Source: an optimization exercise on an open RTL-to-GDS flow (aim: small area, a short achievable clock period and few clock cycles per item). Production flows keep margins and buffers that such runs may drop.
The RTL was checked by simulation tests, not by an equivalence proof against the original design.
Power is estimated from default activity; no workload was simulated.

`flow/config.mk`:
```
export PLATFORM = sky130hd
export DESIGN_NAME = pdc_muldiv
export DESIGN_NICKNAME = pdc_muldiv
export VERILOG_FILES = /design/flow/design.v
export SDC_FILE = /design/flow/constraint.sdc
export NUM_CORES = 4
export LEC_CHECK = 0
export CAP_MARGIN = 20
export CORE_MARGIN = 2
export CORE_UTILIZATION = 40
export SETUP_SLACK_MARGIN = 5
export SLEW_MARGIN = 20
```
`flow/standard.sh`:
```
#!/bin/bash
# synth_recipe.tcl (not shown) runs the flow's synth.tcl, then flattens the netlist and writes it again
# the make line also repeats each setting of config.mk as NAME=value (left out here)
make -C /OpenROAD-flow-scripts/flow DESIGN_CONFIG=/design/flow/config.mk WORK_HOME=/design/flow/orfs CLKGATE_MAP_FILE= SYNTH_SCRIPT=/design/flow/synth_recipe.tcl "${@:-finish}"
```
`flow/design.v`:
```
module pdc_muldiv (
    input  wire         clk,
    input  wire         rst,        
    input  wire         in_valid,
    output wire         in_ready,
    input  wire [255:0] tgt,
    input  wire [63:0]  ma,
    input  wire [63:0]  mb,
    output reg          done,
    output reg          err,
    output wire [319:0] q
);
    localparam [2:0] S_IDLE = 3'd0,
                     S_SET1 = 3'd1,
                     S_SET2 = 3'd2,
                     S_MUL  = 3'd3,
                     S_DIV  = 3'd4,
                     S_ERR  = 3'd5;
    reg [2:0]   state;
    reg         rdy;         
    reg         first;       
    reg         chk;         
    reg         fb;          
    reg [8:0]   cnt;
    reg [6:0]   nm;          
    reg [6:0]   left;        
    reg         lead;        
    reg [3:1]   sl, sh;      
    reg [1:0]   xb;          
    reg [319:0] work;
    reg [63:0]  R;
    reg [63:0]  M1;          
    reg [65:0]  M3;          
    reg [65:0]  A3;          
    assign in_ready = rdy;
    assign q        = work;
    wire [65:0] pp0w = ({66{sl[1]}} & {2'b0, M1}) | ({66{sl[2]}} & {1'b0, M1, 1'b0}) | ({66{sl[3]}} & A3);
    wire [65:0] pp1w = ({66{sh[1]}} & {2'b0, M1}) | ({66{sh[2]}} & {1'b0, M1, 1'b0}) | ({66{sh[3]}} & A3);
    wire [67:0] pp0  = {2'b0, pp0w};
    wire [67:0] pp1  = {pp1w, 2'b0};
    wire [67:0] xm   = {4'b0, R};
    wire [67:0] cs_s = xm ^ pp0 ^ pp1;
    wire [67:0] cs_c = {(xm[66:0] & pp0[66:0]) | (xm[66:0] & pp1[66:0]) | (pp0[66:0] & pp1[66:0]), 1'b0};
    wire [67:0] msum = cs_s + cs_c;
    function [3:1] oh(input [1:0] d);
        oh = {d == 2'd3, d == 2'd2, d == 2'd1};
    endfunction
    wire [65:0] X   = {R, xb};
    wire [66:0] d1  = {1'b0, X} - {3'b0, M1};
    wire [66:0] d2  = {1'b0, X} - {2'b0, M1, 1'b0};
    wire [66:0] d3  = {1'b0, X} - {1'b0, M3};
    wire        g1  = ~d1[66];
    wire        g2  = ~d2[66];
    wire        g3  = ~d3[66];
    wire        e3  = g3;
    wire        e2  = g2 & ~g3;
    wire        e1  = g1 & ~g2;
    wire        e0  = ~g1;
    wire [1:0]  qd  = {g2, e3 | e1};
    wire [63:0] rnew = ({64{e3}} & d3[63:0]) | ({64{e2}} & d2[63:0]) |
                       ({64{e1}} & d1[63:0]) | ({64{e0}} & X[63:0]);
    wire        ge    = (R >= M1);
    wire [1:0]  tx    = work[319:318];
    wire        m1small = (M1[63:2] == 62'd0);
    reg  [1:0]  tq, tr;
    always @* begin
        tq = 2'd0;
        tr = tx;
        if (m1small) begin
            case (M1[1:0])
                2'd1: begin tq = tx; tr = 2'd0; end
                2'd2: begin tq = {1'b0, tx[1]}; tr = {1'b0, tx[0]}; end
                2'd3: begin tq = {1'b0, tx == 2'd3}; tr = (tx == 2'd3) ? 2'd0 : tx; end
                default: ;
            endcase
        end
    end
    reg [6:0] nm_enc;
    integer i;
    always @* begin
        nm_enc = 7'd1;
        for (i = 1; i < 64; i = i + 1)
            if (work[4*i +: 4] != 4'd0) nm_enc = i[6:0] + 7'd1;
    end
    wire [6:0] lft      = first ? nm_enc : left;
    wire       skip     = lead & (work[31:0] == 32'd0) & (lft > 7'd8);
    wire       mul_last = ~skip & (lft == 7'd1);
    always @(posedge clk) begin
        work  <= 320'd0;
        R     <= 64'd0;
        sl    <= 3'd0;
        sh    <= 3'd0;
        xb    <= 2'd0;
        first <= 1'b0;
        chk   <= 1'b0;
        rdy   <= 1'b0;
        done  <= 1'b0;
        case (state)
            S_IDLE: begin
                R  <= mb;
                M1 <= mb;
                sl <= 3'b010;            
                if (in_valid) begin
                    if (mb == 64'd0) begin
                        state <= S_ERR;
                        rdy   <= 1'b1;
                    end else begin
                        state <= S_SET1;
                    end
                end
            end
            S_SET1: begin
                M3    <= msum[65:0];
                R     <= ma;
                M1    <= ma;
                sl    <= 3'b010;
                state <= S_SET2;
            end
            S_SET2: begin
                A3          <= msum[65:0];
                work[255:0] <= tgt;
                sl          <= oh(tgt[1:0]);
                sh          <= oh(tgt[3:2]);
                fb          <= 1'b0;
                first       <= 1'b1;
                lead        <= 1'b1;
                state       <= S_MUL;
            end
            S_MUL: begin
                if (first) nm <= nm_enc;
                if (skip) begin
                    work[255:0] <= {32'd0, work[255:32]};
                    sl          <= oh(work[33:32]);
                    sh          <= oh(work[35:34]);
                    left        <= lft - 7'd8;
                end else begin
                    R             <= msum[67:4];
                    work[319:256] <= msum[67:4];
                    work[255:0]   <= {msum[3:0], work[255:4]};
                    sl            <= oh(work[5:4]);
                    sh            <= oh(work[7:6]);
                    left          <= lft - 7'd1;
                    lead          <= lead & (work[3:0] == 4'd0);
                end
                xb <= msum[3:2];
                if (mul_last) begin
                    M1    <= mb;
                    state <= S_DIV;
                    chk   <= 1'b1;
                    cnt   <= {1'b0, (first ? nm_enc : nm), 1'b0} - 9'd1;
                end
            end
            S_DIV: begin
                if (chk && ge) begin
                    R    <= {62'd0, tr};
                    work <= {work[317:0], tq};
                    xb   <= work[317:316];
                    fb   <= 1'b1;
                    cnt  <= cnt + 9'd31;
                end else begin
                    R    <= rnew;
                    if (fb) begin
                        work <= {work[317:0], qd};
                        xb   <= work[317:316];
                    end else begin
                        work[255:0] <= {work[253:0], qd};
                        xb   <= work[253:252];
                    end
                    cnt  <= cnt - 9'd1;
                end
                if (!(chk && ge) && cnt == 9'd1) rdy <= 1'b1;
                if (!chk && cnt == 9'd0) begin
                    state <= S_IDLE;
                    done  <= 1'b1;
                    err   <= 1'b0;
                end
            end
            S_ERR: begin
                state <= S_IDLE;
                done  <= 1'b1;
                err   <= 1'b1;
            end
            default: state <= S_IDLE;
        endcase
        if (rst) begin
            state <= S_IDLE;
            rdy   <= 1'b0;
            done  <= 1'b0;
        end
    end
endmodule
```
`flow/constraint.sdc`:
```
create_clock -name core_clock -period 10.0 [get_ports {clk}]
set_input_delay 2.0000 -clock core_clock [delete_from_list [all_inputs] [get_ports {clk}]]
set_output_delay 2.0000 -clock core_clock [all_outputs]
set_load 0.01 [all_outputs]
```
`flow/flow/run.sh`:
```
#!/bin/bash
# The standard ORFS layout (standard.sh), unchanged except that the port
# buffers are built from the smallest buffer cell instead of the default.
set -euo pipefail
cd "$(dirname "$0")/.."
bash standard.sh "BUFFER_PORTS_ARGS=-buffer_cell sky130_fd_sc_hd__buf_1" finish > standard.log 2>&1
```
==> flow_summary_export.csv, run 1 <==
group,metric,value,unit
critical_path,cp_cell_sequence,"buf_6 > a222oi_1 > inv_1 > fa_1 > ha_2 > o21a_4 > o2111ai_4 > o211ai_1 > buf_4 > a41oi_2 > buf_6 > o22a_4 > o221a_4 > a21oi_4 > nor2_4 > o31a_1 > xnor2_2 > a222oi_1 > o221ai_1",
synth,syn_area,0.0454,sq mm
critical_path,crit_fanout,40,
layout,fillers,11200,
synth,synth_warnings,1,
timing,setup_viol,0,
min_path,hp-class,"reg -> reg",
cts,clk_path_buf_depth,3,
timing,period_needed,4.96,ns
timing,slew_headroom,19.9,%
critical_path,cp_data_required_time,10.54,ns
timing,finalMaxSlewViolations,0,
cts,cts_buffers,78,
timing,clock-skew-final,0.0586,ns
synth,ys.flop_type,"dfxtp_1",
synth,ys_ff_latch,621,
drt,wl_per_cell,29.2,um
synth,synth-seq-area-share,32.2,%
power,p_leak,22.1,nW
outcome,status,"no timing/DRC/antenna violations",
cts,cts_sinks,621,
critical_path,critPathCaptureType,"flip-flop",
timing,fin_crit_sh,49.6,%
drt,drt_first_iter_violations,6718,
critical_path,critPathLaunchType,"flip-flop",
layout,layout-drive-gt1-share,7.00,%
placement,dpl_cell_area,0.0493,sq mm
cts,root_buffer,"clkbuf_16",
drt,postRouteAntennaNets,0,
timing,finalSetupTns,0,ns
global_routing,grt_pass1_vias,46000,
floorplan,fp.dieH,341,um
min_path,whs_path_depth,2,
cts,h-tree-depth,3,
layout,postLayoutCellArea,0.0538,sq mm
power,pwr_density_cell,491,mW/mm^2
synth,synth-edff-count,222,
synth,postSynthNetCount,6088,
timing,hold_viol,0,
global_routing,grt-ovfl-total,0,
floorplan,start_util,40.3,%
placement,dp_hpwl,166,mm
floorplan,core_area,0.113,sq mm
cts,clk_latency,0.71,ns
global_routing,antenna_found_initial,33,
critical_path,r2r_cells,19,
timing,worst_pin_slew,1.20,ns
critical_path,critPathKind,"reg -> reg",
global_routing,grt_pass1_wl,313,mm
drt,wl,220,mm
global_routing,grt_max_degree,162,
placement,dp_cells,7296,
synth,synth_cell_types,94,
cts,cts_tree,"done",
power,peakVddDrop,0.288,mV
layout,final_cells,7541,
floorplan,die_w,341,um
floorplan,io_pins,710,
synth,async_flop_share,0,%
layout,fin_nets,6740,
timing,rsz0062_at_grt,"true",
timing,fmax,0.202,GHz
global_routing,globalRouteTotalUtil,36.0,%
flow_run,drv_cap,0,
synth,syn_inst,5301,
floorplan,dieArea,0.116,sq mm
drt,first_pass_iters,12,
synth,synth.avg_cell_area,8.57,sq um
drt,num_vias,48500,
layout,area_delta_synth_final,18.3,%
critical_path,regToRegSetupSlack,5.04,ns
drt,drc,0,
critical_path,crit_arrival,5.50,ns
cts,clk_pin_slew_worst_paths,0.06,ns
drt,vias_per_cell,6.43,
critical_path,cp_slowest_cell,"a222oi_1",
layout,final_core_util,47.7,%
placement,port_buffers,709,
placement,gp_congestion,1.00,
critical_path,slowest_delay,0.47,ns
floorplan,rows,123,
[placed cells by master, fill, tap and decap left out, types with 81 or more instances in the layout]
| cell | netlist | final |
|---|---|---|
| a21o_1 | 159 | 159 |
| a21oi_1 | 450 | 443 |
| a221o_1 | 165 | 165 |
| a222oi_1 | 167 | 167 |
| a22oi_1 | 85 | 85 |
| buf_1 | 38 | 709 |
| buf_4 | 21 | 93 |
| clkbuf_16 | 0 | 82 |
| dfxtp_1 | 399 | 393 |
| edfxtp_1 | 222 | 222 |
| ha_1 | 334 | 316 |
| inv_1 | 378 | 375 |
| nand2_1 | 841 | 836 |
| nor2_1 | 152 | 146 |
| nor4_1 | 101 | 81 |
| o21ai_0 | 162 | 153 |
| o21ai_1 | 96 | 99 |
| xnor2_1 | 154 | 153 |
| xor2_1 | 99 | 99 |
[flip-flops by register name (all words and copies together) (netlist names), 7 cells and up]
name	flops
M3	66
cnt	9
left	7
A3	66
work	320
nm	7
R	64
M1	64
[timing repair]
item / in CTS / in global routing
gates cloned: 3 / 2
endpoints found under the hold margin: 0 / 0
resized for setup: 87 / 104
setup buffers: 28 / 44
pin swaps: 16 / 54
hold buffers: 0 / 0
endpoints found under the setup margin: 518 / 339
[metal layers]
layer,vias up,share of wire (%),track usage [%]
li1,21400,-,-
met2,3056,45,57.9
met5,-,0.054,0
met3,607,10,7.54
met1,23400,39,45.7
met4,18,5.7,17.9
[synthesized netlist by cell type (all sizes together), types with 17 or more instances]
cell,n,area (sq um)
a211o,19,166
a211oi,28,210
a21o,159,1190
a21oi,454,2290
a221o,165,1650
a221oi,63,552
a222oi,167,1670
a22o,29,254
a22oi,85,638
a31oi,43,269
and2,34,213
and3,48,300
buf,114,669
clkbuf,156,586
dfxtp,399,7990
edfxtp,222,6670
fa,66,1320
ha,334,4180
inv,378,1420
mux2i,47,470
nand2,841,3160
nand2b,34,213
nand3,65,325
nand4,56,350
nor2,156,596
nor2b,34,213
nor3,57,285
nor4,102,644
o2111ai,40,350
o211ai,29,223
o21a,50,375
o21ai,259,1300
o21bai,47,353
o22ai,36,225
o31ai,27,203
or3,22,138
or4,17,131
xnor2,154,1350
xor2,99,867
[cells by family (layout without fill, tap and decap cells)]
family | Yosys count | after routing | synth area share, %
AOI/OAI and AO/OA | 1817 | 1817 | 28.6
adders and majority gates | 400 | 400 | 12.1
DFF | 621 | 621 | 32.2
buffers and inverters | 649 | 1365 | 5.89
and+or+nand+nor | 1514 | 1515 | 15.3
muxes | 47 | 47 | 1.04
other | 0 | 23 | 0
xor gates and xnor gates | 253 | 253 | 4.88
[final cells by class]
cell class	instances	area [sq um]	share of cell area [%]
repair buffers	841	4060	7.55
multi-input cells	4032	29000	53.9
well taps	1500	1880	3.49
flip-flops and latches	621	14700	27.3
clock inverters	33	385	0.717
inverters	379	1440	2.67
clock buffers	112	2300	4.28
diodes	23	57.6	0.107
[metrics by stage]
stage          total power [mW]  worst slack, ns  hold WS (ns)
6_report                   26.4             5.04         0.444
5_1_grt                    27.8             4.93         0.461
4_1_cts                    25.2             4.90         0.445
3_5_place_dp               21.6             3.20         0.436
3_3_place_gp               21.6             3.45         0.433
2_1_floorplan              16.3             5.44         0.467
[final timing paths]
| path | startpoint | end |
|---|---|---|
| setup reg to reg | sl[1]$_SDFF_PN0_ | R[59]$_SDFF_PN0_ |
| hold / removal | work[284]$_SDFF_PN0_ | work[286]$_SDFF_PN0_ |
| setup / recovery | sl[1]$_SDFF_PN0_ | R[59]$_SDFF_PN0_ |
| hold reg to reg | work[284]$_SDFF_PN0_ | work[286]$_SDFF_PN0_ |
[power by group]
| group | total, mW | internal [mW] | switching (mW) |
|---|---|---|---|
| Sequential | 5.51 | 4.05 | 1.46 |
| Clock | 2.96 | 1.70 | 1.26 |
| Combinational | 17.9 | 6.75 | 11.2 |
[critical path, delay by kind of cell, from the launching register on]
kind | cells | cell delay [ns]
compound gates | 11 | 2.76
fa+ha+maj | 2 | 0.81
buf+inv | 4 | 0.65
flops | 1 | 0.32
xor+xnor | 1 | 0.18
simple gates | 1 | 0.07
Testbench counts, summed over its fixed seeds: cycles 325,689, items 2,400.
==> run 2, diff against run 1 <==
--- a/flow/design.v
+++ b/flow/design.v
@@ -11,9 +11,9 @@
     output wire [319:0] q
 );
     localparam [2:0] S_IDLE = 3'd0,
-                     S_SET1 = 3'd1,
-                     S_SET2 = 3'd2,
-                     S_MUL  = 3'd3,
+                     S_SET  = 3'd1,
+                     S_MUL  = 3'd2,
+                     S_FIN  = 3'd3,
                      S_DIV  = 3'd4,
                      S_ERR  = 3'd5;
     reg [2:0]   state;
@@ -27,15 +27,15 @@
     reg         lead;        
     reg [3:1]   sl, sh;      
     reg [1:0]   xb;          
+    reg [1:0]   xt;          
     reg [319:0] work;
     reg [63:0]  R;
     reg [63:0]  M1;          
     reg [65:0]  M3;          
-    reg [65:0]  A3;          
     assign in_ready = rdy;
     assign q        = work;
-    wire [65:0] pp0w = ({66{sl[1]}} & {2'b0, M1}) | ({66{sl[2]}} & {1'b0, M1, 1'b0}) | ({66{sl[3]}} & A3);
-    wire [65:0] pp1w = ({66{sh[1]}} & {2'b0, M1}) | ({66{sh[2]}} & {1'b0, M1, 1'b0}) | ({66{sh[3]}} & A3);
+    wire [65:0] pp0w = ({66{sl[1]}} & {2'b0, M1}) | ({66{sl[2]}} & {1'b0, M1, 1'b0}) | ({66{sl[3]}} & M3);
+    wire [65:0] pp1w = ({66{sh[1]}} & {2'b0, M1}) | ({66{sh[2]}} & {1'b0, M1, 1'b0}) | ({66{sh[3]}} & M3);
     wire [67:0] pp0  = {2'b0, pp0w};
     wire [67:0] pp1  = {pp1w, 2'b0};
     wire [67:0] xm   = {4'b0, R};
@@ -59,18 +59,17 @@
     wire [1:0]  qd  = {g2, e3 | e1};
     wire [63:0] rnew = ({64{e3}} & d3[63:0]) | ({64{e2}} & d2[63:0]) |
                        ({64{e1}} & d1[63:0]) | ({64{e0}} & X[63:0]);
-    wire        ge    = (R >= M1);
-    wire [1:0]  tx    = work[319:318];
+    wire        ge      = (R >= M1);
     wire        m1small = (M1[63:2] == 62'd0);
     reg  [1:0]  tq, tr;
     always @* begin
         tq = 2'd0;
-        tr = tx;
+        tr = xt;
         if (m1small) begin
             case (M1[1:0])
-                2'd1: begin tq = tx; tr = 2'd0; end
-                2'd2: begin tq = {1'b0, tx[1]}; tr = {1'b0, tx[0]}; end
-                2'd3: begin tq = {1'b0, tx == 2'd3}; tr = (tx == 2'd3) ? 2'd0 : tx; end
+                2'd1: begin tq = xt; tr = 2'd0; end
+                2'd2: begin tq = {1'b0, xt[1]}; tr = {1'b0, xt[0]}; end
+                2'd3: begin tq = {1'b0, xt == 2'd3}; tr = (xt == 2'd3) ? 2'd0 : xt; end
                 default: ;
             endcase
         end
@@ -97,27 +96,20 @@
         done  <= 1'b0;
         case (state)
             S_IDLE: begin
-                R  <= mb;
-                M1 <= mb;
+                R  <= ma;
+                M1 <= ma;
                 sl <= 3'b010;            
                 if (in_valid) begin
                     if (mb == 64'd0) begin
                         state <= S_ERR;
                         rdy   <= 1'b1;
                     end else begin
-                        state <= S_SET1;
+                        state <= S_SET;
                     end
                 end
             end
-            S_SET1: begin
-                M3    <= msum[65:0];
-                R     <= ma;
-                M1    <= ma;
-                sl    <= 3'b010;
-                state <= S_SET2;
-            end
-            S_SET2: begin
-                A3          <= msum[65:0];
+            S_SET: begin
+                M3          <= msum[65:0];
                 work[255:0] <= tgt;
                 sl          <= oh(tgt[1:0]);
                 sh          <= oh(tgt[3:2]);
@@ -142,29 +134,40 @@
                     left          <= lft - 7'd1;
                     lead          <= lead & (work[3:0] == 4'd0);
                 end
-                xb <= msum[3:2];
                 if (mul_last) begin
+                    R     <= mb;
                     M1    <= mb;
-                    state <= S_DIV;
-                    chk   <= 1'b1;
-                    cnt   <= {1'b0, (first ? nm_enc : nm), 1'b0} - 9'd1;
+                    sl    <= 3'b010;     
+                    sh    <= 3'b000;
+                    state <= S_FIN;
                 end
+            end
+            S_FIN: begin
+                M3            <= msum[65:0];
+                R             <= work[319:256];
+                xt            <= work[319:318];
+                work[319:256] <= {work[317:256], work[255:254]};
+                work[255:0]   <= {work[253:0], 2'b00};
+                xb            <= work[255:254];
+                chk           <= 1'b1;
+                cnt           <= {1'b0, nm, 1'b0} - 9'd1;
+                state         <= S_DIV;
             end
             S_DIV: begin
                 if (chk && ge) begin
                     R    <= {62'd0, tr};
                     work <= {work[317:0], tq};
-                    xb   <= work[317:316];
+                    xb   <= work[319:318];
                     fb   <= 1'b1;
                     cnt  <= cnt + 9'd31;
                 end else begin
                     R    <= rnew;
                     if (fb) begin
                         work <= {work[317:0], qd};
-                        xb   <= work[317:316];
+                        xb   <= work[319:318];
                     end else begin
                         work[255:0] <= {work[253:0], qd};
-                        xb   <= work[253:252];
+                        xb   <= work[255:254];
                     end
                     cnt  <= cnt - 9'd1;
                 end
==> run 2 against run 1 <==
  * Hold slack better by 0.078 ns
  * Maximum frequency is 5.6% lower
  * Synthesized cell count is 0.30% higher
  * Non-clock buffer count is 22 higher
  * Worst setup slack worse by 0.29 ns
  * Clock skew is 0.0034 ns higher
  * Utilization is 0.29 points higher
  * Area after synthesis is 3.3% lower
  * Sequential power is 41% lower
  * Critical path depth is 1 lower
  * Sequential share of layout area is 2.9 points lower
  * Critical endpoint is now R[61]$_SDFF_PN0_
==> flow_summary_export.csv, run 2 <==
group,metric,value,unit
power,power_frac_seq,26.3,%
min_path,hp-class,"reg -> reg",
timing,timing.hold.ws,0.522,ns
cts,root_buffer,"clkbuf_16",
timing,hold_viol,0,
synth,async_flop_share,0,%
synth,syn_area,0.0439,sq mm
layout,area_delta_synth_final,19.0,%
placement,dpl_cell_area,0.0478,sq mm
floorplan,dieArea,0.112,sq mm
global_routing,grt_pass1_vias,46000,
global_routing,grt_pass1_wl,318,mm
drt,postRouteAntennaNets,0,
critical_path,r2r-start,"sh[2]$_SDFF_PN0_",
global_routing,grt-ovfl-total,0,
cts,cts_tree,"done",
floorplan,fp.dieH,335,um
floorplan,start_util,40.4,%
critical_path,r2r_end,"R[61]$_SDFF_PN0_",
layout,final_core_util,48.0,%
synth,postSynthNetCount,6104,
timing,clock-skew-final,0.0620,ns
timing,fin_ws,4.75,ns
flow_run,drv_cap,0,
min_path,whs_path_depth,2,
synth,ys_ff_latch,557,
cts,cts_buffers,69,
timing,slew_headroom,8.37,%
layout,top_regs,"work x320, M3 x66",
layout,largest_reg_flops,320,
synth,syn_inst,5317,
synth,synth_warnings,1,
synth,yosysMostFrequentCell,"nand2_1",
layout,postLayoutCellArea,0.0523,sq mm
synth,synth_area_leaders,"dfxtp_1 18%, edfxtp_1 11%, ha_1 9.5%",
layout,fin_nets,6758,
layout,top_register,"work",
power,peakVddDrop,0.132,mV
timing,period_needed,5.25,ns
floorplan,core_area,0.109,sq mm
cts,clk_pin_slew_worst_paths,0.07,ns
power,p_leak,21.3,nW
cts,cts_sinks,557,
drt,wl,226,mm
timing,fin_crit_sh,52.5,%
layout,mostFrequentLayoutCells,"847 x nand2_1, 709 x buf_1, 461 x a21oi_1",
power,power_frac_comb,52.2,%
synth,synth_top_area_share,18.2,%
cts,h-tree-depth,3,
global_routing,antenna_found_initial,27,
timing,fmax,0.190,GHz
layout,final_cells,7453,
critical_path,cp_data_required_time,10.55,ns
timing,rsz0062_at_grt,"true",
synth,synth_cell_types,100,
synth,synth_top_area_cell,"dfxtp_1",
global_routing,grt_max_degree,172,
drt,first_pass_iters,14,
cts,clk_latency,0.70,ns
floorplan,io_pins,710,
critical_path,cp-startpoint,"sh[2]$_SDFF_PN0_",
layout,final_common_cell,"nand2_1",
synth,synth.avg_cell_area,8.26,sq um
power,pwr_density_cell,237,mW/mm^2
synth,synth-edff-count,158,
power,power.switching,5.70,mW
critical_path,endpoint,"R[61]$_SDFF_PN0_",
power,pwr-share-clk,21.5,%
drt,wl_per_cell,30.3,um
timing,finalSetupTns,0,ns
critical_path,critPathLaunchType,"flip-flop",
synth,synthTopCellsByCount,"854 x nand2_1, 476 x a21oi_1, 399 x dfxtp_1",
power,swShare,46.1,%
layout,layout-drive-gt1-share,8.10,%
power,p_int,6.67,mW
placement,port_buffers,709,
drt,drt_first_iter_violations,7575,
synth,ys.flop_type,"dfxtp_1",
outcome,status,"no timing/DRC/antenna violations",
drt,drc,0,
cts,clk_path_buf_depth,3,
critical_path,critPathKind,"reg -> reg",
timing,worst_pin_slew,1.37,ns
placement,dp_cells,7208,
placement,gp_congestion,1.01,
critical_path,crit_arrival,5.80,ns
floorplan,rows,121,
critical_path,critPathCaptureType,"flip-flop",
placement,place_worst_setup_slack,3.99,ns
critical_path,r2r_cells,18,
timing,setup_viol,0,
critical_path,regToRegSetupSlack,4.75,ns
critical_path,crit_fanout,6,
drt,num_vias,49200,
power,finalPower,12.4,mW
drt,vias_per_cell,6.60,
floorplan,die_w,335,um
synth,synth-seq-area-share,29.0,%
timing,finalMaxSlewViolations,0,
global_routing,globalRouteTotalUtil,37.8,%
placement,dp_hpwl,166,mm
-- run 2: metal layers --
| metal | GRT usage, % | share of wire (%) | up-vias |
|---|---|---|---|
| met5 | 0 | 0.080 | - |
| met4 | 18.7 | 5.8 | 28 |
| met3 | 10.7 | 12 | 610 |
| met2 | 59.7 | 44 | 3269 |
| met1 | 47.2 | 38 | 23700 |
| li1 | - | - | 21600 |
-- run 2: worst min path at each step --
stage | slack (ns) | end | start
2_1_floorplan | 0.49 | work[319]$_SDFF_PN0_ | work[317]$_SDFF_PN0_
3_3_place_gp | 0.49 | work[265]$_SDFF_PN0_ | work[263]$_SDFF_PN0_
3_5_place_dp | 0.50 | work[300]$_SDFF_PN0_ | work[298]$_SDFF_PN0_
4_1_cts | 0.51 | work[267]$_SDFF_PN0_ | work[265]$_SDFF_PN0_
5_1_grt | 0.54 | work[295]$_SDFF_PN0_ | work[293]$_SDFF_PN0_
6_report | 0.52 | work[267]$_SDFF_PN0_ | work[265]$_SDFF_PN0_
-- run 2: critical path, stage by stage, from the launching register on --
cell and delay, ns:
dfxtp_4 0.42, buf_6 0.19, a222oi_1 0.39, inv_1 0.11, fa_1 0.49, ha_4 0.29, nand4_1 0.18, a211oi_4 0.33
o211ai_1 0.34, a311oi_2 0.38, buf_6 0.19, nand4_1 0.11, and3_4 0.21, o31a_1 0.36, o31a_1 0.35, o21ai_2 0.15
a21oi_2 0.09, xnor2_2 0.20, a221o_1 0.33
-- run 2: cells by family (layout without fill, tap and decap cells) --
kind of cell / after synthesis / in the layout / share of synthesized area (%)
XOR/XNOR: 245 / 245 / 4.89
other: 0 / 12 / 0
adder cells (fa/ha/maj): 400 / 400 / 12.5
AND/OR/NAND/NOR: 1580 / 1586 / 16.4
multiplexers: 14 / 14 / 0.328
buffers and inverters: 659 / 1361 / 5.88
flip-flops: 557 / 557 / 29.0
AO/OA/AOI/OAI: 1862 / 1864 / 31.0
-- run 2: what timing repair did --
item / in CTS / in global routing
setup endpoints to repair: 469 / 301
cloned: 7 / 5
buffers inserted: 65 / 27
endpoints found under the hold margin: 0 / 0
gates resized for setup: 124 / 95
hold buffers: 0 / 0
pin swaps: 52 / 59
-- run 2: power by group through the flow --
stage,logic [mW],clock network [mW],registers (mW)
after global routing,6.91,2.75,3.26
after floorplan,4.03,0,3.04
after global placement,5.69,0,3.29
final,6.46,2.66,3.25
after CTS,6.05,2.67,3.22
after detailed placement,5.72,0,3.28
-- run 2: area by class of cell --
class	instances	area (sq um)
fill	10800	56600
multi-input combinational	4109	29700
sequential	557	12800
timing repair buffer	863	4250
clock buffer	92	1930
tap	1414	1770
inverter	371	1400
clock inverter	35	454
antenna	12	30.0
Testbench counts of run 2, summed over its fixed seeds: cycles 325,689, items 2,400.
==> run 3, diff against run 2 <==
--- a/flow/design.v
+++ b/flow/design.v
@@ -34,6 +34,27 @@
     reg [65:0]  M3;          
     assign in_ready = rdy;
     assign q        = work;
+    function [67:0] padd(input [67:0] a, input [67:0] b, input cin);
+        reg [67:0] p, G, P;
+        reg [68:0] c;
+        integer l, k, j;
+        begin
+            p = a ^ b;
+            G = a & b;
+            P = p;
+            G[0] = G[0] | (P[0] & cin);
+            for (l = 0; l < 7; l = l + 1)
+                for (k = 0; k < 68; k = k + 1)
+                    if ((k >> l) & 1) begin
+                        j = ((k >> l) << l) - 1;
+                        G[k] = G[k] | (P[k] & G[j]);
+                        P[k] = P[k] & P[j];
+                    end
+            c[0] = cin;
+            for (k = 1; k < 69; k = k + 1) c[k] = G[k-1];
+            padd = p ^ c[67:0];
+        end
+    endfunction
     wire [65:0] pp0w = ({66{sl[1]}} & {2'b0, M1}) | ({66{sl[2]}} & {1'b0, M1, 1'b0}) | ({66{sl[3]}} & M3);
     wire [65:0] pp1w = ({66{sh[1]}} & {2'b0, M1}) | ({66{sh[2]}} & {1'b0, M1, 1'b0}) | ({66{sh[3]}} & M3);
     wire [67:0] pp0  = {2'b0, pp0w};
@@ -41,17 +62,17 @@
     wire [67:0] xm   = {4'b0, R};
     wire [67:0] cs_s = xm ^ pp0 ^ pp1;
     wire [67:0] cs_c = {(xm[66:0] & pp0[66:0]) | (xm[66:0] & pp1[66:0]) | (pp0[66:0] & pp1[66:0]), 1'b0};
-    wire [67:0] msum = cs_s + cs_c;
+    wire [67:0] msum = padd(cs_s, cs_c, 1'b0);
     function [3:1] oh(input [1:0] d);
         oh = {d == 2'd3, d == 2'd2, d == 2'd1};
     endfunction
     wire [65:0] X   = {R, xb};
-    wire [66:0] d1  = {1'b0, X} - {3'b0, M1};
-    wire [66:0] d2  = {1'b0, X} - {2'b0, M1, 1'b0};
-    wire [66:0] d3  = {1'b0, X} - {1'b0, M3};
-    wire        g1  = ~d1[66];
-    wire        g2  = ~d2[66];
-    wire        g3  = ~d3[66];
+    wire [67:0] d1  = padd({2'b0, X}, ~{4'b0, M1}, 1'b1);
+    wire [67:0] d2  = padd({2'b0, X}, ~{3'b0, M1, 1'b0}, 1'b1);
+    wire [67:0] d3  = padd({2'b0, X}, ~{2'b0, M3}, 1'b1);
+    wire        g1  = ~d1[67];
+    wire        g2  = ~d2[67];
+    wire        g3  = ~d3[67];
     wire        e3  = g3;
     wire        e2  = g2 & ~g3;
     wire        e1  = g1 & ~g2;
@@ -85,6 +106,10 @@
     wire       skip     = lead & (work[31:0] == 32'd0) & (lft > 7'd8);
     wire       mul_last = ~skip & (lft == 7'd1);
     always @(posedge clk) begin
+        if (state == S_FIN || state == S_DIV || (state == S_MUL && mul_last))
+            M1 <= mb;
+        else
+            M1 <= ma;
         work  <= 320'd0;
         R     <= 64'd0;
         sl    <= 3'd0;
@@ -97,7 +122,6 @@
         case (state)
             S_IDLE: begin
                 R  <= ma;
-                M1 <= ma;
                 sl <= 3'b010;            
                 if (in_valid) begin
                     if (mb == 64'd0) begin
@@ -136,7 +160,6 @@
                 end
                 if (mul_last) begin
                     R     <= mb;
-                    M1    <= mb;
                     sl    <= 3'b010;     
                     sh    <= 3'b000;
                     state <= S_FIN;
==> run 3 against run 2 <==
  * Still clean on timing, DRC and antenna
  * Count of clock-buffer cells in the layout up 10
  * Sequential power about the same
  * Worst setup slack better by 0.093 ns
  * Hold slack worse by 0.029 ns
==> flow_summary_export.csv, run 3 <==
group,metric,value,unit
power,pwr_density_cell,243,mW/mm^2
synth,synth_warnings,1,
global_routing,globalRouteTotalUtil,37.4,%
flow_run,drv_cap,0,
min_path,hp-class,"reg -> reg",
global_routing,grt_max_degree,99,
placement,dp_cells,6590,
cts,clk_latency,0.68,ns
synth,syn_area,0.0409,sq mm
power,peakVddDrop,0.111,mV
placement,gp_congestion,0.991,
critical_path,critPathKind,"reg -> reg",
synth,ys.flop_type,"dfxtp_1",
synth,yosysMostFrequentCell,"nand2_1",
critical_path,crit_arrival,5.66,ns
global_routing,grt-ovfl-total,0,
timing,fin_ws,4.84,ns
floorplan,fp.dieH,324,um
timing,timing.hold.ws,0.493,ns
layout,fin_nets,6161,
placement,port_buffers,709,
timing,hold_viol,0,
timing,clock-skew-final,0.0402,ns
drt,postRouteAntennaNets,0,
synth,syn_inst,4722,
drt,first_pass_iters,11,
cts,cts_tree,"done",
cts,h-tree-depth,3,
floorplan,die_w,324,um
floorplan,dieArea,0.105,sq mm
synth,ys_ff_latch,557,
layout,area_delta_synth_final,19.6,%
synth,synth_cell_types,92,
timing,fmax,0.194,GHz
layout,top_register,"work",
layout,final_cells,6820,
synth,synth.avg_cell_area,8.67,sq um
layout,fillers,10200,
critical_path,critPathCaptureType,"flip-flop",
timing,slew_headroom,23.9,%
placement,dp_hpwl,152,mm
layout,final_common_cell,"buf_1",
timing,rsz0062_at_grt,"true",
floorplan,rows,117,
cts,cts_sinks,557,
layout,layout-drive-gt1-share,7.43,%
global_routing,grt_pass1_wl,290,mm
synth,postSynthNetCount,5526,
placement,place_worst_setup_slack,3.54,ns
drt,wl,206,mm
power,p_leak,20.2,nW
synth,synthTopCellsByCount,"606 x nand2_1, 463 x dfxtp_1, 409 x a21oi_1",
synth,synth-seq-area-share,29.5,%
timing,fin_crit_sh,51.6,%
synth,synth_area_leaders,"dfxtp_1 23%, ha_1 10%, edfxtp_1 6.9%",
layout,top_regs,"work x320, M3 x66",
cts,cts_buffers,72,
synth,synth_top_area_share,22.6,%
synth,async_flop_share,0,%
drt,num_vias,44100,
timing,finalMaxSlewViolations,0,
critical_path,critPathLaunchType,"flip-flop",
floorplan,io_pins,710,
drt,drt_first_iter_violations,5981,
drt,vias_per_cell,6.46,
floorplan,core_area,0.102,sq mm
floorplan,start_util,40.3,%
outcome,status,"no timing/DRC/antenna violations",
timing,finalSetupTns,0,ns
drt,drc,0,
synth,synth-edff-count,94,
drt,wl_per_cell,30.2,um
global_routing,antenna_found_initial,43,
cts,ctsHoldBuffers,0,
cts,clk_path_buf_depth,3,
synth,synth_top_area_cell,"dfxtp_1",
global_routing,grt_pass1_vias,41500,
layout,final_core_util,48.2,%
critical_path,crit_fanout,7,
layout,mostFrequentLayoutCells,"709 x buf_1, 599 x nand2_1, 454 x dfxtp_1",
timing,worst_pin_slew,1.13,ns
layout,largest_reg_flops,320,
timing,period_needed,5.16,ns
cts,root_buffer,"clkbuf_16",
cts,clk_pin_slew_worst_paths,0.06,ns
critical_path,cp_data_required_time,10.50,ns
timing,setup_viol,0,
==> run 3: power breakdown <==
part           switching [mW]  leakage, nW  internal [mW]
clock network            1.16         1.25           1.71
logic                    3.48         14.3           2.29
registers               0.599         4.67           2.67
==> run 3: timing repair <==
action,4_1_cts,5_1_grt
gates cloned,6,4
pin swaps,36,52
setup endpoints to repair,464,195
buffers inserted,29,21
gates resized for setup,113,71
==> run 3: cell type report <==
type                            instances  area (sq um)  area share (%)
Antenna cell                           38          95.1           0.194
Clock buffer                          102          2130            4.35
Clock inverter                         29           438           0.895
Inverter                              376          1420            2.90
Multi-Input combinational cell       3532         27200            55.5
Sequential cell                       557         12100            24.7
Tap cell                             1368          1710            3.50
Timing Repair Buffer                  818          3870            7.91
==> run 3: stage by stage <==
stage	total power, mW	instance area (sq um)
detailed placement	8.51	44800
global route	12.5	48900
floorplan	6.74	40900
global placement	8.51	44800
finish	11.9	48900
CTS	11.6	48200
==> run 3: logic make-up after synthesis <==
group	Yosys count	share of synthesized area, %
compound gates	1602	29.0
xor+xnor	220	4.71
mux	103	2.83
flops	557	29.5
simple gates	1184	13.5
fa+ha+maj	417	14.3
buf+inv	639	6.16
==> run 3: path summary, 6_finish.rpt <==
| path | startpoint | to | slack, ns | cells after the start |
|---|---|---|---|---|
| worst min-delay path | work[282]$_SDFF_PN0_ | work[284]$_SDFF_PN0_ | 0.49 | 2 |
| worst max register to register | sh[1]$_SDFF_PN0_ | R[29]$_SDFF_PN0_ | 4.84 | 19 |
| worst max-delay path | sh[1]$_SDFF_PN0_ | R[29]$_SDFF_PN0_ | 4.84 | 19 |
| worst min register to register | work[282]$_SDFF_PN0_ | work[284]$_SDFF_PN0_ | 0.49 | 2 |
==> run 3: worst max-delay path, stage by stage, from the launching register on <==
cell,delay [ns]
dfxtp_4,0.43
buf_12,0.17
a222oi_1,0.30
inv_1,0.11
fa_1,0.50
ha_1,0.33
a21o_1,0.21
a2111o_1,0.36
a21o_1,0.23
a21oi_4,0.28
o41ai_2,0.12
buf_4,0.17
a221oi_4,0.30
nor2b_1,0.08
nor2_1,0.15
fa_2,0.23
xnor2_2,0.08
mux2_4,0.27
a222oi_1,0.48
o221ai_1,0.20
==> run 3: metal layers <==
metal | vias to the layer above | routed length [um] | global-route usage, %
met5 | - | 92 | 0
met4 | 14 | 12400 | 20.0
met3 | 538 | 19800 | 8.75
met2 | 2604 | 95600 | 60.9
met1 | 21600 | 78000 | 45.7
li1 | 19300 | - | -
Testbench counts of run 3, summed over its fixed seeds: cycles 325,689, items 2,400.
==> run 4, diff against run 3 <==
--- a/flow/design.v
+++ b/flow/design.v
@@ -21,6 +21,7 @@
     reg         first;       
     reg         chk;         
     reg         fb;          
+    reg         fh;          
     reg [8:0]   cnt;
     reg [6:0]   nm;          
     reg [6:0]   left;        
@@ -81,6 +82,7 @@
     wire [63:0] rnew = ({64{e3}} & d3[63:0]) | ({64{e2}} & d2[63:0]) |
                        ({64{e1}} & d1[63:0]) | ({64{e0}} & X[63:0]);
     wire        ge      = (R >= M1);
+    wire        ge32    = ({32'd0, R[63:32]} >= M1);
     wire        m1small = (M1[63:2] == 62'd0);
     reg  [1:0]  tq, tr;
     always @* begin
@@ -138,6 +140,7 @@
                 sl          <= oh(tgt[1:0]);
                 sh          <= oh(tgt[3:2]);
                 fb          <= 1'b0;
+                fh          <= 1'b0;
                 first       <= 1'b1;
                 lead        <= 1'b1;
                 state       <= S_MUL;
@@ -177,7 +180,14 @@
                 state         <= S_DIV;
             end
             S_DIV: begin
-                if (chk && ge) begin
+                if (chk && ge && !ge32) begin
+                    R    <= {32'd0, R[63:32]};
+                    work <= {30'd0, work[287:0], 2'b00};
+                    xb   <= work[289:288];
+                    fb   <= 1'b1;
+                    fh   <= 1'b1;
+                    cnt  <= cnt + 9'd16;
+                end else if (chk && ge) begin
                     R    <= {62'd0, tr};
                     work <= {work[317:0], tq};
                     xb   <= work[319:318];
@@ -187,7 +197,8 @@
                     R    <= rnew;
                     if (fb) begin
                         work <= {work[317:0], qd};
-                        xb   <= work[319:318];
+                        if (fh) work[319:290] <= 30'd0;
+                        xb   <= fh ? work[289:288] : work[319:318];
                     end else begin
                         work[255:0] <= {work[253:0], qd};
                         xb   <= work[255:254];
==> run 4 against run 3 <==
  * Still clean
  * Clock skew is 0.010 ns lower
  * Clock power is 2% higher
  * Cell count is 4.1% higher
  * Combinational power is 3% lower
  * Sequential power hardly changed
  * Wire length is 5.9% higher
  * Worst setup slack better by 0.12 ns
  * Final area is 4.0% higher
  * Die area is 3.2% higher
  * Count of clock-buffer cells in the layout is 3 lower
  * Sequential share of layout area is 0.88 points lower
  * Via count is 6.7% higher
  * Critical path type unchanged
  * Largest cell class unchanged
==> flow_summary_export.csv, run 4 <==
group,metric,value,unit
timing,setup_viol,0,
drt,drt_first_iter_violations,6857,
synth,synth_cell_types,89,
placement,port_buffers,709,
cts,cts_buffers,71,
global_routing,grt_pass1_vias,44800,
critical_path,r2r-start,"sl[2]$_SDFF_PN0_",
synth,synthTopCellsByCount,"639 x nand2_1, 463 x dfxtp_1, 421 x a21oi_1",
layout,layout-drive-gt1-share,7.94,%
critical_path,critPathCaptureType,"flip-flop",
timing,period_needed,5.03,ns
synth,ys_ff_latch,558,
floorplan,dieArea,0.108,sq mm
critical_path,cp-startpoint,"sl[2]$_SDFF_PN0_",
layout,mostFrequentLayoutCells,"709 x buf_1, 635 x nand2_1, 451 x dfxtp_1",
synth,synth_warnings,1,
critical_path,cp_data_required_time,10.58,ns
timing,finalSetupTns,0,ns
synth,synth.avg_cell_area,8.50,sq um
synth,synth-edff-count,95,
floorplan,start_util,40.3,%
critical_path,r2r_end,"R[63]$_SDFF_PN0_",
synth,yosysMostFrequentCell,"nand2_1",
power,pwr-share-clk,24.8,%
synth,postSynthNetCount,5811,
timing,hold_viol,0,
layout,final_core_util,48.5,%
power,power.switching,5.23,mW
drt,first_pass_iters,14,
placement,dp_cells,6874,
cts,clk_path_buf_depth,3,
global_routing,globalRouteTotalUtil,38.2,%
floorplan,io_pins,710,
power,power_frac_comb,47.5,%
power,p_int,6.58,mW
drt,wl,218,mm
placement,dp_hpwl,158,mm
critical_path,crit_fanout,17,
drt,top_layer_used,"met5",
layout,area_delta_synth_final,20.4,%
layout,top_regs,"work x320, M3 x66",
drt,num_vias,47000,
floorplan,rows,119,
placement,gp_congestion,1.02,
outcome,status,"no timing/DRC/antenna violations",
power,pwr_density_cell,232,mW/mm^2
power,finalPower,11.8,mW
min_path,worstHoldStart,"work[278]$_SDFF_PN0_",
min_path,hp-class,"reg -> reg",
power,power_frac_seq,27.7,%
timing,timing.hold.ws,0.494,ns
flow_run,drv_cap,0,
timing,worst_pin_slew,1.19,ns
critical_path,crit_arrival,5.61,ns
layout,seq_area,0.0121,sq mm
min_path,whs_path_depth,2,
synth,syn_inst,4972,
cts,cts_tree,"done",
timing,finalMaxSlewViolations,0,
synth,synth_top_area_cell,"dfxtp_1",
critical_path,regToRegSetupSlack,4.97,ns
critical_path,critPathKind,"reg -> reg",
global_routing,grt_pass1_wl,308,mm
timing,fmax,0.199,GHz
global_routing,grt-ovfl-total,0,
floorplan,core_area,0.105,sq mm
timing,rsz0062_at_grt,"true",
drt,drc,0,
synth,synth_top_area_share,21.9,%
drt,wl_met2,99.9,mm
floorplan,fp.dieH,329,um
power,p_leak,20.5,nW
synth,synth-seq-area-share,28.7,%
cts,cts_sinks,558,
cts,clk_pin_slew_worst_paths,0.06,ns
drt,drt-met1-wl,79.5,mm
min_path,hold_end,"work[280]$_SDFF_PN0_",
cts,h-tree-depth,3,
cts,root_buffer,"clkbuf_16",
timing,slew_headroom,19.7,%
layout,multi_input_area,0.0287,sq mm
layout,largest_reg_flops,320,
drt,wl_per_cell,30.7,um
synth,syn_area,0.0423,sq mm
drt,met3WireLength,22.9,mm
drt,vias_per_cell,6.62,
cts,clk_latency,0.68,ns
global_routing,antenna_found_initial,16,
layout,top_register,"work",
critical_path,r2r_cells,20,
floorplan,die_w,329,um
synth,async_flop_share,0,%
timing,clock-skew-final,0.0302,ns
synth,synth_area_leaders,"dfxtp_1 22%, ha_1 11%, edfxtp_1 6.7%",
layout,fillers,10300,
global_routing,grt_max_degree,114,
power,peakVddDrop,0.141,mV
drt,postRouteAntennaNets,0,
timing,fin_crit_sh,50.3,%
synth,ys.flop_type,"dfxtp_1",
critical_path,critPathLaunchType,"flip-flop",
power,swShare,44.3,%
layout,fin_nets,6477,
layout,final_cells,7099,
layout,final_common_cell,"buf_1",
-- run 4: changes by cell type in the layout (fill, tap and decap cells not counted), sizes merged, moves of 22 or more --
cell and delta:
a211oi +23, mux2 -26, o21ai +37, buf +35
nand2 +33, a21o -53, o31ai -22, diode -26
nand3 +29, nor2 +41, ha +35, nand2b +23
-- run 4: stage by stage --
step / area (sq um) / worst slack [ns]
2_1_floorplan: 42300 / 5.13
3_3_place_gp: 46300 / 2.91
3_5_place_dp: 46400 / 2.83
4_1_cts: 50000 / 4.98
5_1_grt: 50900 / 4.83
6_report: 50900 / 4.97
-- run 4: how the worst max path moves through the flow --
| stage | end | slack [ns] | cells past startpoint |
|---|---|---|---|
| 2_1_floorplan | R[61]$_SDFF_PN0_ | 5.13 | 20 |
| 3_3_place_gp | R[61]$_SDFF_PN0_ | 2.91 | 19 |
| 3_5_place_dp | R[61]$_SDFF_PN0_ | 2.83 | 19 |
| 4_1_cts | R[61]$_SDFF_PN0_ | 4.98 | 20 |
| 5_1_grt | R[61]$_SDFF_PN0_ | 4.83 | 21 |
| 6_report | R[63]$_SDFF_PN0_ | 4.97 | 20 |
-- run 4: cell families (layout without fill, tap and decap cells) --
logic type,count (synthesis),after routing,share of synthesized area [%]
AOI/OAI and AO/OA,1672,1672,29.1
xor gates and xnor gates,218,218,4.52
adders and majority gates,452,452,14.9
buffers and inverters,650,1370,5.86
DFF,558,558,28.7
muxes,80,80,2.09
other,0,12,0
and+or+nand+nor,1342,1346,14.8
-- run 4: power groups by stage --
stage | clock network [mW] | logic, mW | registers (mW)
CTS | 2.94 | 5.25 | 3.24
floorplan | 0 | 3.52 | 3.03
detailed placement | 0 | 5.05 | 3.29
global placement | 0 | 5.03 | 3.29
finish | 2.93 | 5.61 | 3.27
global route | 3.01 | 6.04 | 3.28
-- run 4: routing by layer --
| metal | GRT usage, % | vias to the layer above |
|---|---|---|
| met1 | 45.7 | 22900 |
| met3 | 8.79 | 675 |
| li1 | - | 20400 |
| met2 | 62.0 | 3119 |
| met4 | 23.9 | 10 |
| met5 | 0 | - |
-- run 4: cell type report --
type	count	area share (%)
Timing Repair Buffer	856	8.25
Tap cell	1391	3.42
Clock buffer	99	4.12
Sequential cell	558	23.9
Multi-Input combinational cell	3768	56.4
Inverter	383	2.84
Clock inverter	32	1.06
Antenna cell	12	0.0590
-- run 4: repair_timing --
action / CTS / global route
setup endpoints to repair: 494 / 347
setup buffers: 36 / 31
pin swaps: 30 / 55
hold buffers: 0 / 0
gates resized for setup: 100 / 110
gates cloned: 12 / 3
-- run 4: critical path, cell delays in order (launching register included) --
cell      delay [ns]
dfxtp_4         0.38
buf_4           0.18
buf_8           0.16
a222oi_1        0.33
inv_1           0.10
fa_1            0.57
ha_4            0.23
a21oi_2         0.13
a21boi_2        0.08
a311oi_2        0.26
buf_6           0.19
a211oi_4        0.08
buf_12          0.15
o41a_4          0.55
a41oi_4         0.34
a311oi_2        0.18
buf_4           0.19
o311a_4         0.31
mux2i_1         0.16
nor2_1          0.06
a211o_1         0.27
Testbench counts of run 4, summed over its fixed seeds: cycles 319,779, items 2,400.
==> run 5, diff against run 4 <==
--- a/flow/design.v
+++ b/flow/design.v
@@ -18,7 +18,6 @@
                      S_ERR  = 3'd5;
     reg [2:0]   state;
     reg         rdy;         
-    reg         first;       
     reg         chk;         
     reg         fb;          
     reg         fh;          
@@ -30,7 +29,8 @@
     reg [1:0]   xb;          
     reg [1:0]   xt;          
     reg [319:0] work;
-    reg [63:0]  R;
+    reg [63:0]  R;           
+    reg [63:0]  A;           
     reg [63:0]  M1;          
     reg [65:0]  M3;          
     assign in_ready = rdy;
@@ -60,7 +60,7 @@
     wire [65:0] pp1w = ({66{sh[1]}} & {2'b0, M1}) | ({66{sh[2]}} & {1'b0, M1, 1'b0}) | ({66{sh[3]}} & M3);
     wire [67:0] pp0  = {2'b0, pp0w};
     wire [67:0] pp1  = {pp1w, 2'b0};
-    wire [67:0] xm   = {4'b0, R};
+    wire [67:0] xm   = {4'b0, A};
     wire [67:0] cs_s = xm ^ pp0 ^ pp1;
     wire [67:0] cs_c = {(xm[66:0] & pp0[66:0]) | (xm[66:0] & pp1[66:0]) | (pp0[66:0] & pp1[66:0]), 1'b0};
     wire [67:0] msum = padd(cs_s, cs_c, 1'b0);
@@ -102,9 +102,9 @@
     always @* begin
         nm_enc = 7'd1;
         for (i = 1; i < 64; i = i + 1)
-            if (work[4*i +: 4] != 4'd0) nm_enc = i[6:0] + 7'd1;
+            if (tgt[4*i +: 4] != 4'd0) nm_enc = i[6:0] + 7'd1;
     end
-    wire [6:0] lft      = first ? nm_enc : left;
+    wire [6:0] lft      = left;
     wire       skip     = lead & (work[31:0] == 32'd0) & (lft > 7'd8);
     wire       mul_last = ~skip & (lft == 7'd1);
     always @(posedge clk) begin
@@ -114,16 +114,16 @@
             M1 <= ma;
         work  <= 320'd0;
         R     <= 64'd0;
+        A     <= 64'd0;
         sl    <= 3'd0;
         sh    <= 3'd0;
         xb    <= 2'd0;
-        first <= 1'b0;
         chk   <= 1'b0;
         rdy   <= 1'b0;
         done  <= 1'b0;
         case (state)
             S_IDLE: begin
-                R  <= ma;
+                A  <= ma;
                 sl <= 3'b010;            
                 if (in_valid) begin
                     if (mb == 64'd0) begin
@@ -141,19 +141,19 @@
                 sh          <= oh(tgt[3:2]);
                 fb          <= 1'b0;
                 fh          <= 1'b0;
-                first       <= 1'b1;
+                nm          <= nm_enc;
+                left        <= nm_enc;
                 lead        <= 1'b1;
                 state       <= S_MUL;
             end
             S_MUL: begin
-                if (first) nm <= nm_enc;
                 if (skip) begin
                     work[255:0] <= {32'd0, work[255:32]};
                     sl          <= oh(work[33:32]);
                     sh          <= oh(work[35:34]);
                     left        <= lft - 7'd8;
                 end else begin
-                    R             <= msum[67:4];
+                    A             <= msum[67:4];
                     work[319:256] <= msum[67:4];
                     work[255:0]   <= {msum[3:0], work[255:4]};
                     sl            <= oh(work[5:4]);
@@ -162,7 +162,7 @@
                     lead          <= lead & (work[3:0] == 4'd0);
                 end
                 if (mul_last) begin
-                    R     <= mb;
+                    A     <= mb;
                     sl    <= 3'b010;     
                     sh    <= 3'b000;
                     state <= S_FIN;
==> run 5 against run 4 <==
  * Cell count is 4.3% lower
  * Count of clock-buffer cells in the layout rose by 9
  * Clock power rose by 1%
  * Clock skew up 0.0096 ns
  * Die area grew 0.80%
  * Flip-flop and latch count up 63
  * Non-clock buffer count down 76
  * Sequential share of layout area increased by 2.9 points
==> flow_summary_export.csv, run 5 <==
group,metric,value,unit
placement,gp_congestion,1.02,
floorplan,core_area,0.105,sq mm
placement,dpl_cell_area,0.0466,sq mm
critical_path,critPathCaptureType,"flip-flop",
outcome,status,"no timing/DRC/antenna violations",
timing,clock-skew-final,0.0398,ns
timing,rsz0062_at_grt,"true",
critical_path,r2r_cells,17,
placement,dp_hpwl,161,mm
layout,final_common_cell,"buf_1",
cts,cts_buffers,76,
timing,worst_pin_slew,1.19,ns
timing,period_needed,4.95,ns
layout,fillers,10400,
power,finalPower,9.89,mW
cts,ctsHoldBuffers,0,
cts,clk_pin_slew_worst_paths,0.07,ns
synth,synth-edff-count,95,
drt,wl,212,mm
drt,drc,0,
synth,postSynthNetCount,5537,
cts,cts_sinks,621,
drt,wl_per_cell,31.1,um
layout,final_core_util,47.5,%
floorplan,start_util,40.4,%
drt,drt_first_iter_violations,6667,
drt,num_vias,44200,
timing,hold_viol,0,
drt,vias_per_cell,6.51,
min_path,hp-class,"reg -> reg",
critical_path,critPathLaunchType,"flip-flop",
layout,postLayoutCellArea,0.0500,sq mm
timing,fmax,0.202,GHz
cts,clk_latency,0.67,ns
synth,ys_ff_latch,621,
synth,ys.flop_type,"dfxtp_1",
synth,synth_top_area_cell,"dfxtp_1",
global_routing,globalRouteTotalUtil,36.9,%
synth,synth-seq-area-share,31.4,%
cts,root_buffer,"clkbuf_16",
synth,syn_area,0.0426,sq mm
power,p_leak,20.6,nW
drt,postRouteAntennaNets,0,
synth,synth_cell_types,89,
power,peakVddDrop,0.130,mV
cts,clk_path_buf_depth,3,
min_path,whs_path_depth,2,
synth,async_flop_share,0,%
power,pwr_density_cell,198,mW/mm^2
floorplan,die_w,330,um
critical_path,cp_data_required_time,10.54,ns
timing,slew_headroom,20.2,%
synth,yosysMostFrequentCell,"dfxtp_1",
layout,top_register,"work",
global_routing,grt_pass1_vias,41300,
drt,first_pass_iters,22,
layout,fin_nets,6153,
layout,mostFrequentLayoutCells,"709 x buf_1, 516 x dfxtp_1, 440 x o21ai_0",
critical_path,crit_fanout,32,
timing,timing.hold.ws,0.500,ns
floorplan,io_pins,710,
timing,finalMaxSlewViolations,0,
layout,area_delta_synth_final,17.4,%
layout,largest_reg_flops,320,
floorplan,fp.dieH,330,um
synth,syn_inst,4698,
critical_path,critPathKind,"reg -> reg",
synth,synth_warnings,1,
synth,synth_area_leaders,"dfxtp_1 25%, ha_1 11%, edfxtp_1 6.7%",
floorplan,rows,119,
synth,synthTopCellsByCount,"526 x dfxtp_1, 446 x o21ai_0, 367 x ha_1, 367 x inv_1, 267 x nand2_1",
global_routing,grt_max_degree,198,
synth,synth_top_area_share,24.7,%
cts,cts_tree,"done",
layout,layout-drive-gt1-share,7.12,%
flow_run,drv_cap,0,
layout,top_regs,"work x320, M3 x66",
placement,dp_cells,6605,
global_routing,grt-ovfl-total,0,
global_routing,grt_pass1_wl,295,mm
timing,finalSetupTns,0,ns
timing,setup_viol,0,
placement,place_worst_setup_slack,4.08,ns
placement,port_buffers,709,
critical_path,crit_arrival,5.49,ns
cts,h-tree-depth,3,
floorplan,dieArea,0.109,sq mm
layout,final_cells,6795,
timing,fin_ws,5.05,ns
global_routing,antenna_found_initial,40,
timing,fin_crit_sh,49.5,%
synth,synth.avg_cell_area,9.07,sq um
[run 5: cell count changes in the layout (fill, tap and decap cells not counted), moves of 31 or more]
| cell | before | now |
|---|---|---|
| nand2_1 | 635 | 266 |
| o21ai_0 | 174 | 440 |
| mux2i_1 | 14 | 238 |
| a221o_1 | 211 | 14 |
| a22oi_1 | 58 | 254 |
| a21oi_1 | 405 | 214 |
| dfxtp_1 | 451 | 516 |
| mux2_1 | 64 | 0 |
| mux2_2 | 2 | 65 |
| buf_4 | 106 | 51 |
| o21ai_1 | 53 | 3 |
| nor2_1 | 190 | 157 |
| a222oi_1 | 228 | 196 |
| a21o_1 | 61 | 92 |
[run 5: kinds of logic (layout without fill, tap and decap cells)]
group | count (synthesis) | count (layout) | synth area share (%)
AND/OR/NAND/NOR | 885 | 886 | 10.3
AO/OA/AOI/OAI | 1608 | 1609 | 26.3
adder cells (fa/ha/maj) | 452 | 452 | 14.8
flip-flops | 621 | 621 | 31.4
multiplexers | 303 | 303 | 7.31
XOR/XNOR | 215 | 215 | 4.42
other | 0 | 28 | 0
buffers and inverters | 614 | 1290 | 5.45
[run 5: power by group]
part           switching [mW]  total, mW  internal [mW]  leakage [nW]
Sequential              0.549       3.52           2.97          5.20
Combinational            2.15       3.40           1.25          14.1
Clock                    1.25       2.97           1.72          1.29
Total                    3.94       9.89           5.95          20.6
[run 5: repair_timing]
item	CTS	global route
pin swaps	16	24
endpoints found under the setup margin	179	189
gates resized for setup	53	56
gates cloned	2	3
endpoints found under the hold margin	0	0
buffers inserted	7	10
[run 5: per-layer routing]
metal  wire, um  up-vias  GRT usage [%]
met1      80500    21500           47.2
met5        168        -              0
met2      94600     2918           58.0
met4      13400       28           19.0
met3      23000      603           8.47
li1           -    19200              -
[run 5: path summary, 6_finish.rpt]
path	start	end	slack, ns
setup / recovery	sh[1]$_SDFF_PN0_	A[50]$_SDFF_PN0_	5.05
hold / removal	xb[0]$_SDFF_PN0_	R[0]$_SDFF_PN0_	0.50
setup reg to reg	sh[1]$_SDFF_PN0_	A[50]$_SDFF_PN0_	5.05
hold reg to reg	xb[0]$_SDFF_PN0_	R[0]$_SDFF_PN0_	0.50
[run 5: cell type report]
class / instances / area (sq um) / share of cell area (%)
Multi-Input combinational cell: 3465 / 27400 / 54.8
Sequential cell: 621 / 13400 / 26.8
Timing Repair Buffer: 780 / 3400 / 6.79
Clock buffer: 108 / 2230 / 4.45
Tap cell: 1391 / 1740 / 3.48
Inverter: 370 / 1400 / 2.79
Clock inverter: 32 / 394 / 0.788
Antenna cell: 28 / 70.1 / 0.140
[run 5: critical path: stages, from the launching register on]
cell,delay [ns]
dfxtp_4,0.38
buf_4,0.18
clkbuf_16,0.23
a222oi_1,0.38
inv_1,0.10
fa_1,0.47
ha_1,0.23
nor3_1,0.68
o31ai_4,0.18
a211oi_4,0.53
nor2_4,0.11
buf_4,0.17
nor2_2,0.16
o21bai_2,0.12
a31oi_1,0.26
o21bai_1,0.11
xor2_1,0.20
a221o_1,0.34
Testbench counts of run 5, summed over its fixed seeds: cycles 319,779, items 2,400.
==> run 6, diff against run 5 <==
--- a/flow/design.v
+++ b/flow/design.v
@@ -107,8 +107,10 @@
     wire [6:0] lft      = left;
     wire       skip     = lead & (work[31:0] == 32'd0) & (lft > 7'd8);
     wire       mul_last = ~skip & (lft == 7'd1);
+    wire       div_last  = (state == S_DIV) & ~chk & (cnt == 9'd0);
+    wire       load_next = div_last & ~rdy & in_valid;
     always @(posedge clk) begin
-        if (state == S_FIN || state == S_DIV || (state == S_MUL && mul_last))
+        if (state == S_FIN || (state == S_DIV && !load_next) || (state == S_MUL && mul_last))
             M1 <= mb;
         else
             M1 <= ma;
@@ -205,11 +207,22 @@
                     end
                     cnt  <= cnt - 9'd1;
                 end
-                if (!(chk && ge) && cnt == 9'd1) rdy <= 1'b1;
-                if (!chk && cnt == 9'd0) begin
+                if (!(chk && ge) && ((!chk && cnt == 9'd2) || (chk && cnt == 9'd1)))
+                    rdy <= 1'b1;
+                if (div_last) begin
                     state <= S_IDLE;
                     done  <= 1'b1;
                     err   <= 1'b0;
+                    if (load_next) begin
+                        A  <= ma;
+                        sl <= 3'b010;    
+                        if (mb == 64'd0) begin
+                            state <= S_ERR;
+                            rdy   <= 1'b1;
+                        end else begin
+                            state <= S_SET;
+                        end
+                    end
                 end
             end
             S_ERR: begin
==> run 6 against run 5 <==
  * Via count grew 1.0%
  * Global-route usage grew 0.18 points
  * Clock power shrank 2%
  * Still clean
  * Maximum frequency shrank 0.33%
  * Clock skew is essentially flat
  * Critical path type unchanged
  * Count of clock-buffer cells in the layout grew 6
  * Wire length grew 1.2%
  * Sequential share of layout area shrank 0.11 points
==> flow_summary_export.csv, run 6 <==
group,metric,value,unit
cts,clk_latency,0.68,ns
timing,period_needed,4.96,ns
floorplan,rows,120,
global_routing,grt-ovfl-total,0,
floorplan,fp.dieH,332,um
cts,root_buffer,"clkbuf_16",
cts,clk_pin_slew_worst_paths,0.06,ns
timing,setup_viol,0,
cts,cts_buffers,77,
layout,layout-drive-gt1-share,6.55,%
critical_path,r2r_cells,15,
placement,gp_congestion,1.04,
layout,area_delta_synth_final,16.6,%
drt,wl_per_cell,31.3,um
critical_path,crit_arrival,5.53,ns
flow_run,drv_cap,0,
outcome,status,"no timing/DRC/antenna violations",
cts,cts_tree,"done",
critical_path,r2r_end,"R[13]$_SDFF_PN0_",
global_routing,grt_pass1_vias,42200,
power,pwr_density_cell,194,mW/mm^2
layout,final_common_cell,"buf_1",
floorplan,dieArea,0.110,sq mm
synth,postSynthNetCount,5577,
synth,syn_area,0.0431,sq mm
layout,fin_nets,6181,
global_routing,grt_pass1_wl,303,mm
critical_path,r2r-start,"M1[26]$_DFF_P_",
power,peakVddDrop,0.117,mV
timing,fmax,0.201,GHz
drt,drc,0,
min_path,whs_path_depth,1,
synth,ys.flop_type,"dfxtp_1",
power,p_leak,20.5,nW
placement,dp_hpwl,165,mm
cts,h-tree-depth,3,
synth,synth_area_leaders,"dfxtp_1 24%, ha_1 11%, edfxtp_1 6.6%",
timing,finalSetupTns,0,ns
critical_path,critPathKind,"reg -> reg",
global_routing,globalRouteTotalUtil,37.0,%
drt,first_pass_iters,14,
timing,slew_headroom,18.1,%
drt,wl,214,mm
critical_path,crit_fanout,33,
layout,fillers,10700,
drt,postRouteAntennaNets,0,
floorplan,die_w,332,um
layout,largest_reg_flops,320,
synth,ys_ff_latch,621,
synth,synth_top_area_cell,"dfxtp_1",
placement,dpl_cell_area,0.0471,sq mm
synth,synth_top_area_share,24.4,%
min_path,hp-class,"reg -> reg",
layout,postLayoutCellArea,0.0502,sq mm
timing,fin_crit_sh,49.6,%
timing,clock-skew-final,0.0396,ns
layout,mostFrequentLayoutCells,"709 x buf_1, 520 x dfxtp_1, 421 x o21ai_0",
critical_path,critPathCaptureType,"flip-flop",
cts,cts_sinks,621,
layout,top_register,"work",
timing,worst_pin_slew,1.22,ns
drt,num_vias,44700,
min_path,hold_end,"work[280]$_SDFF_PN0_",
timing,rsz0062_at_grt,"true",
critical_path,critPathLaunchType,"flip-flop",
synth,synth_warnings,1,
floorplan,core_area,0.107,sq mm
synth,synthTopCellsByCount,"526 x dfxtp_1, 426 x o21ai_0, 375 x inv_1",
timing,hold_viol,0,
layout,top_regs,"work x320, M3 x66",
placement,port_buffers,709,
synth,synth-seq-area-share,31.1,%
synth,syn_inst,4737,
global_routing,grt_max_degree,133,
global_routing,antenna_found_initial,62,
synth,synth_cell_types,89,
floorplan,io_pins,710,
synth,synth-edff-count,95,
synth,synth.avg_cell_area,9.09,sq um
synth,async_flop_share,0,%
critical_path,cp_data_required_time,10.57,ns
drt,vias_per_cell,6.53,
min_path,worstHoldStart,"work[278]$_SDFF_PN0_",
drt,drt_first_iter_violations,6713,
critical_path,regToRegSetupSlack,5.04,ns
cts,clk_path_buf_depth,3,
synth,yosysMostFrequentCell,"dfxtp_1",
floorplan,start_util,40.3,%
timing,finalMaxSlewViolations,0,
## run 6: changes by cell type after synthesis, moves of 12 or more
| cell | before | now |
|---|---|---|
| a21o_1 | 92 | 78 |
| nand2_1 | 267 | 243 |
| o211ai_1 | 33 | 21 |
| clkbuf_1 | 184 | 204 |
| o21ai_0 | 446 | 426 |
| buf_1 | 45 | 30 |
| a21oi_1 | 223 | 184 |
## run 6: power by group
| group | internal [mW] | switching [mW] | leakage, nW |
|---|---|---|---|
| Combinational | 1.25 | 2.06 | 14.0 |
| Sequential | 2.98 | 0.562 | 5.21 |
| Clock | 1.66 | 1.25 | 1.25 |
| Total | 5.89 | 3.88 | 20.5 |
## run 6: per-layer routing
metal  vias up  track usage [%]  share of wire [%]
met5         -                0              0.099
met4        34             22.2                6.7
met3       596             9.53                 11
met2      2794             57.4                 44
met1     21800             46.3                 38
li1      19500                -                  -
## run 6: cells by family after synthesis
family	share of synthesized area (%)
multiplexers	7.28
XOR/XNOR	4.31
AO/OA/AOI/OAI	26.6
adder cells (fa/ha/maj)	14.6
buffers and inverters	5.53
flip-flops	31.1
AND/OR/NAND/NOR	10.6
## run 6: how the worst max path moves through the flow
stage	startpoint	end	slack, ns	cells past startpoint
after global routing	sl[3]$_SDFF_PN0_	M3[45]$_DFFE_PP_	4.98	18
final	M1[26]$_DFF_P_	R[13]$_SDFF_PN0_	5.04	15
after global placement	tgt[8]	left[0]$_DFFE_PP_	4.06	12
after CTS	sl[3]$_SDFF_PN0_	A[60]$_SDFF_PN0_	4.95	17
after floorplan	tgt[8]	left[0]$_DFFE_PP_	5.39	11
after detailed placement	sl[3]$_SDFF_PN0_	A[60]$_SDFF_PN0_	4.04	16
## run 6: repair_timing
item	CTS	global route
pin swaps	5	12
hold buffers	0	0
gates resized for setup	25	36
buffers inserted	7	5
setup endpoints to repair	178	106
cloned	1	0
## run 6: area by class of cell
class                           count  area [sq um]  share of cell area (%)
Sequential cell                   621         13400                    26.7
Timing Repair Buffer              774          3220                    6.41
Antenna cell                       40           100                   0.199
Tap cell                         1403          1760                    3.50
Inverter                          378          1430                    2.84
Multi-Input combinational cell   3489         27800                    55.3
Clock buffer                      114          2260                    4.50
Clock inverter                     26           290                   0.578
## run 6: stage by stage
step           utilization (%)  setup slack, ns  total power [mW]  instances  hold slack [ns]
2_1_floorplan                -             5.39              5.43       4737            0.454
3_3_place_gp              44.1             4.06              6.68       6652            0.499
3_5_place_dp              44.1             4.04              6.70       6652            0.501
4_1_cts                   46.6             4.95              9.61       6800            0.514
5_1_grt                   47.0             4.98              10.2       6838            0.545
6_report                  47.0             5.04              9.76       6845            0.522
## run 6: critical path, cell delays in order (launching register included)
cell	delay [ns]
dfxtp_1	0.62
inv_1	0.28
ha_1	0.46
nand2_1	0.10
nor2_1	0.37
o2111ai_1	0.21
a31oi_1	0.53
o311ai_2	0.20
a21oi_2	0.16
buf_4	0.22
a311oi_4	0.13
o21a_4	0.32
nor2_2	0.41
buf_6	0.43
a221oi_1	0.15
o221ai_1	0.22
Testbench counts of run 6, summed over its fixed seeds: cycles 317,391, items 2,400.

-- re-timing with driven ports --
No port has a modelled driver above. Below, the same layouts with a new extraction and two added sets of constraints.
Step 1 sets driving cells, clkbuf_16 on the clock port and buf_2 on the other inputs (assumed; they add their load-dependent delay and slew).
Step 2 moves the port delays by t, midway between the first and last clock arrival at a register: inputs arrive t later, outputs are due t later. That takes back most of the time a late clock gives input paths.
a / b / c = ideal ports / drivers / drivers and shift; a / b = the first two.
run | t, ns | setup slack, ns | worst setup path after step 2 | worst register clock-pin slew, ns | worst slew at a driven data input, ns
run 1 | 0.768 | 5.040 / 5.040 / 5.033 | input to register | 0.07 / 0.07 | 0.16
run 2 | 0.742 | 4.747 / 4.747 / 4.747 | register to register | 0.07 / 0.07 | 0.18
run 3 | 0.732 | 4.840 / 4.840 / 4.700 | input to register | 0.06 / 0.06 | 0.20
run 4 | 0.756 | 4.965 / 4.965 / 4.965 | register to register | 0.07 / 0.07 | 0.33
run 5 | 0.732 | 5.053 / 5.053 / 4.397 | input to register | 0.07 / 0.07 | 0.23
run 6 | 0.740 | 5.037 / 5.037 / 4.386 | input to register | 0.07 / 0.07 | 0.28
After both steps setup and hold are still met in every run listed. The setup slack of run 5, which loses most, moves by 0.000 ns with the drivers and by -0.656 ns with both steps.
